Background: an optimization exercise with open tools, aiming at small area and a short achievable clock period. Do not read the settings as production practice.
The RTL was checked by simulation tests, not by an equivalence proof against the original design.
No activity file was given, so power comes from the tool's default toggle rates.

==> design/flow/design.v <==
module pipe5_cpu (
    input  wire        clk,
    input  wire        reset,         
    output wire [31:0] imem_addr,
    input  wire        imem_mapped,
    input  wire [23:0] imem_word,
    output wire [31:0] dmem_addr,
    output wire        dmem_re,
    output wire        dmem_we,
    output wire [31:0] dmem_wdata,
    input  wire [31:0] dmem_rdata,
    output wire        wb_we,
    output wire [3:0]  wb_addr,
    output wire [31:0] wb_data,
    output wire        done
);
    localparam [4:0] OP_R    = 5'd0;
    localparam [4:0] OP_ADDI = 5'd1;
    localparam [4:0] OP_ORI  = 5'd2;
    localparam [4:0] OP_SLTI = 5'd3;
    localparam [4:0] OP_LW   = 5'd4;
    localparam [4:0] OP_SW   = 5'd5;
    localparam [4:0] OP_BEQ  = 5'd6;
    localparam [4:0] OP_BGTZ = 5'd7;
    localparam [4:0] OP_J    = 5'd8;
    localparam [6:0] F_ADD = 7'd0;
    localparam [6:0] F_SUB = 7'd1;
    localparam [6:0] F_MUL = 7'd2;
    localparam [6:0] F_XOR = 7'd3;
    localparam [6:0] F_SRL = 7'd4;
    localparam [6:0] F_SLL = 7'd5;
    localparam [6:0] F_AND = 7'd6;
    localparam [6:0] F_OR  = 7'd7;
    localparam [6:0] F_NOR = 7'd8;
    reg  [31:0] pc;
    reg         ifid_valid;
    reg  [23:0] ifid_instr;
    reg  [31:0] ifid_pc;
    reg         idex_valid;
    reg  [4:0]  idex_op;
    reg  [3:0]  idex_rt;
    reg  [3:0]  idex_rd;
    reg  [31:0] idex_imm;
    reg  [31:0] idex_rs_val;
    reg  [31:0] idex_rt_val;
    reg  [31:0] idex_pc;
    reg         exmem_valid;
    reg  [4:0]  exmem_op;
    reg  [31:0] exmem_result;
    reg  [31:0] exmem_rt_val;
    reg  [3:0]  exmem_dest;
    reg         memwb_valid;
    reg  [4:0]  memwb_op;
    reg  [31:0] memwb_result;
    reg  [31:0] memwb_mem_data;
    reg  [3:0]  memwb_dest;
    reg  [31:0] regs [1:15];
    assign wb_we   = memwb_valid && (memwb_op <= OP_LW);
    assign wb_addr = memwb_dest;
    assign wb_data = (memwb_op == OP_LW) ? memwb_mem_data : memwb_result;
    integer i;
    always @(posedge clk) begin
        if (reset) begin
            for (i = 1; i < 16; i = i + 1)
                regs[i] <= 32'd0;
        end else if (wb_we && wb_addr != 4'd0) begin
            regs[wb_addr] <= wb_data;
        end
    end
    assign dmem_addr  = exmem_result;
    assign dmem_re    = exmem_valid && (exmem_op == OP_LW);
    assign dmem_we    = exmem_valid && (exmem_op == OP_SW);
    assign dmem_wdata = exmem_rt_val;
    always @(posedge clk) begin
        if (reset) begin
            memwb_valid <= 1'b0;
        end else begin
            memwb_valid <= exmem_valid;
        end
        memwb_op       <= exmem_op;
        memwb_result   <= exmem_result;
        memwb_mem_data <= dmem_rdata;
        memwb_dest     <= exmem_dest;
    end
    wire [31:0] a     = idex_rs_val;
    wire [31:0] b     = idex_rt_val;
    wire [31:0] imm   = idex_imm;
    wire [6:0]  funct = idex_imm[6:0];
    reg  [31:0] ex_result;
    reg         ex_taken;
    always @(*) begin
        ex_result = 32'd0;
        ex_taken  = 1'b0;
        case (idex_op)
            OP_R: begin
                case (funct)
                    F_ADD:   ex_result = a + b;
                    F_SUB:   ex_result = a - b;
                    F_MUL:   ex_result = a * b;
                    F_XOR:   ex_result = a ^ b;
                    F_SRL:   ex_result = {1'b0, a[31:1]};
                    F_SLL:   ex_result = {a[30:0], 1'b0};
                    F_AND:   ex_result = a & b;
                    F_OR:    ex_result = a | b;
                    F_NOR:   ex_result = ~(a | b);
                    default: ex_result = 32'd0;
                endcase
            end
            OP_ADDI: ex_result = a + imm;
            OP_ORI:  ex_result = a | imm;
            OP_SLTI: ex_result = ($signed(a) < $signed(imm)) ? 32'd1 : 32'd0;
            OP_LW:   ex_result = a + imm;
            OP_SW:   ex_result = a + imm;
            OP_BEQ:  ex_taken  = (a == b);
            OP_BGTZ: ex_taken  = ($signed(a) > 0);
            default: ;
        endcase
    end
    wire [3:0]  ex_dest       = (idex_op == OP_R) ? idex_rd : idex_rt;
    wire [31:0] ex_jump_addr  = idex_pc + {21'd0, imm[10:0]};
    wire [31:0] ex_br_target  = idex_pc + imm * 32'd3;
    wire        ex_jump       = idex_valid && (idex_op == OP_J);
    wire        ex_branch     = idex_valid && ((idex_op == OP_BEQ) || (idex_op == OP_BGTZ)) && ex_taken;
    always @(posedge clk) begin
        if (reset) begin
            exmem_valid <= 1'b0;
        end else begin
            exmem_valid <= idex_valid;
        end
        exmem_op     <= idex_op;
        exmem_result <= ex_result;
        exmem_rt_val <= b;
        exmem_dest   <= ex_dest;
    end
    wire [4:0]  id_op = ifid_instr[23:19];
    wire [3:0]  id_rs = ifid_instr[18:15];
    wire [3:0]  id_rt = ifid_instr[14:11];
    wire [3:0]  id_rd = ifid_instr[10:7];
    wire [31:0] id_imm = {{21{ifid_instr[10]}}, ifid_instr[10:0]};
    wire [31:0] id_rs_val = (id_rs == 4'd0)                  ? 32'd0   :
                            (wb_we && wb_addr == id_rs)       ? wb_data :
                                                                regs[id_rs];
    wire [31:0] id_rt_val = (id_rt == 4'd0)                  ? 32'd0   :
                            (wb_we && wb_addr == id_rt)       ? wb_data :
                                                                regs[id_rt];
    always @(posedge clk) begin
        if (reset) begin
            idex_valid <= 1'b0;
        end else begin
            idex_valid <= ifid_valid;
        end
        idex_op     <= id_op;
        idex_rt     <= id_rt;
        idex_rd     <= id_rd;
        idex_imm    <= id_imm;
        idex_rs_val <= id_rs_val;
        idex_rt_val <= id_rt_val;
        idex_pc     <= ifid_pc;
    end
    assign imem_addr = pc;
    always @(posedge clk) begin
        if (reset) begin
            pc         <= 32'd0;
            ifid_valid <= 1'b0;
        end else if (ex_jump) begin
            pc         <= ex_jump_addr;
            ifid_valid <= 1'b0;
        end else if (ex_branch) begin
            pc         <= ex_br_target;
            ifid_valid <= 1'b0;
        end else if (!imem_mapped) begin
            ifid_valid <= 1'b0;
        end else begin
            pc         <= pc + 32'd3;
            ifid_valid <= 1'b1;
        end
        ifid_instr <= imem_word;
        ifid_pc    <= pc;
    end
    assign done = !imem_mapped && !ifid_valid && !idex_valid && !exmem_valid && !memwb_valid;
endmodule
==> design/flow/run.sh <==
#!/bin/bash
# synth_recipe.tcl (not shown) runs the flow's synth.tcl, then flattens the netlist and writes it again
# the make line also repeats each setting of config.mk as NAME=value (left out here)
make -C /OpenROAD-flow-scripts/flow DESIGN_CONFIG=/design/flow/config.mk WORK_HOME=/design/flow/orfs CLKGATE_MAP_FILE= SYNTH_SCRIPT=/design/flow/synth_recipe.tcl finish
==> design/flow/config.mk <==
export PLATFORM = sky130hd
export DESIGN_NAME = pipe5_cpu
export DESIGN_NICKNAME = pipe5_cpu
export VERILOG_FILES = /design/flow/design.v
export SDC_FILE = /design/flow/constraint.sdc
export NUM_CORES = 4
export LEC_CHECK = 0
export CAP_MARGIN = 20
export CORE_MARGIN = 2
export CORE_UTILIZATION = 40
export SLEW_MARGIN = 20
==> design/flow/constraint.sdc <==
create_clock -name core_clock -period 11.0 [get_ports {clk}]
set_input_delay 2.2000 -clock core_clock [delete_from_list [all_inputs] [get_ports {clk}]]
set_output_delay 2.2000 -clock core_clock [all_outputs]
set_load 0.01 [all_outputs]
==> metrics.md <==
| Metric | Value |
|---|---|
| WL final | between 200000 and 250000 µm |
| # setup viols final | 0 |
| Synth area leaders | edfxtp_1, fa_1, mux4_2 |
| DRC Markers | 0 |
| CTS Buffer Depth | 3 |
| Critical path type | flop to flop |
| Layout Nets | between 6000 and 7000 |
| RSZ-0062 raised after global routing | false |
| Global-route wire length before repair | approximately 330000 µm |
| Routed wire per std cell | about 30 µm |
| Total GRT Usage | between 20 and 30% |
| Total grt overflow | 0 |
| Hold Crit Class | flop to flop |
| DP Wirelength | around 160000 µm |
| Netlist cell types | 84 |
| Status | no timing/DRC/antenna violations |
| Pins Over Slew Limit | 0 |
| # rows | 143 |
| CTS Sinks | about 870 |
| Syn. warnings | 1 |
| H-tree Lvls | 3 |
| Worst hold path cell count | 0 |
| I/O pin cnt | 195 |
| Root buf cell | clkbuf_16 |
| Mapped Area | around 61000 µm² |
| Drt initial violations | 5487 |
| Reg clk slew, reported paths | ~0.070 ns |
| Fmax | between 100 and 150 MHz |
| CP Launch Type | flop |
| Port buffer count | 194 |
| Required time of the critical path | 11.59 ns |
| Worst VDD drop | about 0.00047 V |
| MaxCap Viol Count | 0 |
| Fillers | 14272 |
| Pin count of the biggest net entering global routing | 97 |
| Commonest non-fill, non-tap cell in the layout | nor2_1 |
| Buffers inserted by post-CTS timing repair | 0 |
| CTS tree | done |
| Die Width | ~400 µm |
| Mapped Cells | between 5000 and 6000 |
| Starting Density | between 40% and 50% |
| Main synth FF type | edfxtp_1 |
| Die area | 157000 µm² |
| Drt first pass iters | 8 |
| Tot Pwr | between 15000 and 20000 µW |
| Placer Congestion | roughly 1 |
| Number of synthesized flops with an enable pin | 512 |
| Die Ht | 396 µm |
| Worst-Margin Slew | around 1.2 ns |
| P per Cell Area | 262 nW/µm² |
| Period utilization | 80.0% |
| Max-slew headroom | around 22% |
| Crit Path Max Fanout | 16 |
| Antenna viol nets, final | 0 |
| Post-synthesis register bit count | approximately 870 |
| Cell count of the worst reg-to-reg path | 24 |
| Skew-Pair Late Insertion Delay | 0.72 ns |
| Hold buffer count at cts | 0 |
| Vias in the first global route | around 48000 |
| Post-CTS Resized | 0 |
| Layout area overhead | 12.5% |
| Synth top area share | between 20% and 30% |
| Lkg Pwr | around 0.028 µW |
| Worst Skew | around 0.043 ns |
| Fin util | ~45% |
| Vias per cell | roughly 6 |
| CP arrival | around 9.4 ns |
| Endpoint class of the critical path | flop |
| Seq/Total Area, Yosys | 36.6% |
| Setup total negative slack | 0 ns |
| Syn_area_per_cell | 10.8 µm² |
| Fraction of layout cells with a size suffix above 1 | 12.0% |
| Core area | around 150000 µm² |
| Area leader, netlist | edfxtp_1 |
| CTS Buf Count | 91 |
| Via Count | roughly 47000 |
| Final hold vios | 0 |
| Initial antenna violation count | 9 |
| Post-synth ARST share | 0% |
| Shortest period the worst path allows | about 8.8 ns |
| Commonest cells after routing, fill and taps aside | nor2_1, inv_1, edfxtp_1 |
-- path summary, 6_finish.rpt --
path,start,end,slack [ns]
min,ifid_pc[14]$_DFF_P_,idex_pc[14]$_DFF_P_,0.32
max,idex_rs_val[16]$_SDFF_PN0_,exmem_result[27]$_DFF_P_,2.20
max reg2reg,idex_rs_val[16]$_SDFF_PN0_,exmem_result[27]$_DFF_P_,2.20
min reg2reg,ifid_pc[14]$_DFF_P_,idex_pc[14]$_DFF_P_,0.32
-- layout make-up --
type | count | area, µm² | share of cell area, %
Sequential cell | 866 | 22500 | 32.6
Inverter | 557 | 2090 | 3.03
Antenna cell | 1 | 2.50 | 0.00362
Clock buffer | 125 | 2570 | 3.72
Clock inverter | 46 | 472 | 0.683
Multi-Input combinational cell | 3929 | 35700 | 51.7
Tap cell | 2030 | 2540 | 3.68
Timing Repair Buffer | 351 | 3150 | 4.56
-- metrics by stage --
stage | cell area [µm²] | setup slack [ns] | std cells | hold slack (ns)
final | 69000 | 2.20 | 7905 | 0.321
after CTS | 69000 | 2.36 | 7903 | 0.326
after global routing | 69000 | 1.94 | 7904 | 0.330
after global placement | 65900 | 2.43 | 7731 | 0.311
after floorplan | 61500 | 3.50 | 5699 | 0.310
after detailed placement | 66000 | 2.36 | 7732 | 0.312
-- sequential cells by signal (all words and copies together), names as in the netlist, 4 cells and up --
| name | count |
|---|---|
| memwb_mem_data | 32 |
| ifid_pc | 32 |
| idex_op | 5 |
| exmem_op | 5 |
| regs | 512 |
| exmem_rt_val | 32 |
| exmem_result | 32 |
| idex_rt_val | 32 |
| pc | 32 |
| exmem_dest | 4 |
| idex_pc | 32 |
| idex_imm | 10 |
| ifid_instr | 24 |
| idex_rt | 4 |
| idex_rs_val | 32 |
| memwb_dest | 4 |
| memwb_result | 32 |
| memwb_op | 5 |
-- routing by layer --
| metal | GRT usage [%] | wire length (µm) | vias to the layer above |
|---|---|---|---|
| met5 | 0 | 67 | - |
| met3 | 6.73 | 23900 | 696 |
| met1 | 36.3 | 84900 | 23940 |
| met4 | 17.0 | 15900 | 10 |
| li1 | - | - | 19918 |
| met2 | 46.7 | 106000 | 2744 |
-- where the power goes --
| part | switching (µW) | internal [µW] |
|---|---|---|
| logic | 6970 | 4170 |
| clock network | 1400 | 1780 |
| registers | 200 | 3590 |
| total | 8560 | 9540 |
-- cells in the mapped netlist, types with 13 or more instances --
master / n
mux2i_1: 105
nor4_1: 25
nand4_1: 29
buf_1: 49
nor3_1: 54
xor2_1: 60
inv_1: 539
o31ai_1: 15
a221o_1: 19
o21a_1: 17
nand2b_1: 25
o221ai_1: 26
fa_1: 423
a211oi_1: 38
nand2_1: 379
a21oi_1: 178
o21ai_0: 118
a21o_1: 52
dfxtp_1: 354
mux4_2: 320
o211ai_1: 25
nand3_1: 75
and3_1: 31
o21bai_1: 36
clkbuf_1: 286
a31oi_1: 21
a22oi_1: 36
a221oi_1: 46
nor2b_1: 25
edfxtp_1: 512
ha_1: 363
a211o_1: 13
nor2_1: 1017
clkinv_1: 13
xnor2_1: 143
o22ai_1: 21
-- critical path, cell delays in order (launching register included) --
cell	delay (ns)
dfxtp_1	0.88
clkinv_1	0.68
nor2_1	0.32
fa_1	0.43
inv_1	0.08
fa_1	0.42
fa_1	0.47
fa_1	0.56
inv_1	0.05
fa_1	0.50
inv_1	0.06
fa_1	0.55
inv_1	0.05
fa_1	0.49
fa_1	0.42
ha_1	0.37
and3_1	0.27
o211ai_1	0.11
a31oi_1	0.08
a211oi_1	0.88
o21ai_0	0.23
xor2_1	0.23
a31oi_1	0.17
o21ai_0	0.10
a211o_1	0.27
-- cell families after synthesis --
logic type,Yosys count,synth area share (%)
multiplexers,425,13.5
buffers and inverters,904,5.57
AO/OA/AOI/OAI,757,8.44
adder cells (fa/ha/maj),786,21.2
flip-flops,866,36.6
AND/OR/NAND/NOR,1726,11.8
XOR/XNOR,203,2.90
other,1,0.00611

-- port drivers added, routing unchanged --
The results above use ideal ports. As a check the final layout listed here was re-extracted and re-timed, cells and wires unchanged. Step 1, drivers: a clkbuf_16 drives clk and a buf_2 each remaining input, both assumed. Step 2, shift: input delay + t, output delay - t, t = (earliest + latest rising clock arrival at the registers) / 2. This alone moves slack from input paths to output paths. Three values: no drivers, after step 1, after step 2; two values: the first two.
t, ns: 0.770
setup WS [ns]: 2.199 / 2.199 / 2.199
pins driven straight from the clock port: 1
After both steps setup and hold are still met in this run. For this run, drivers alone change the setup slack by 0.000 ns; drivers and shift together by 0.000 ns.
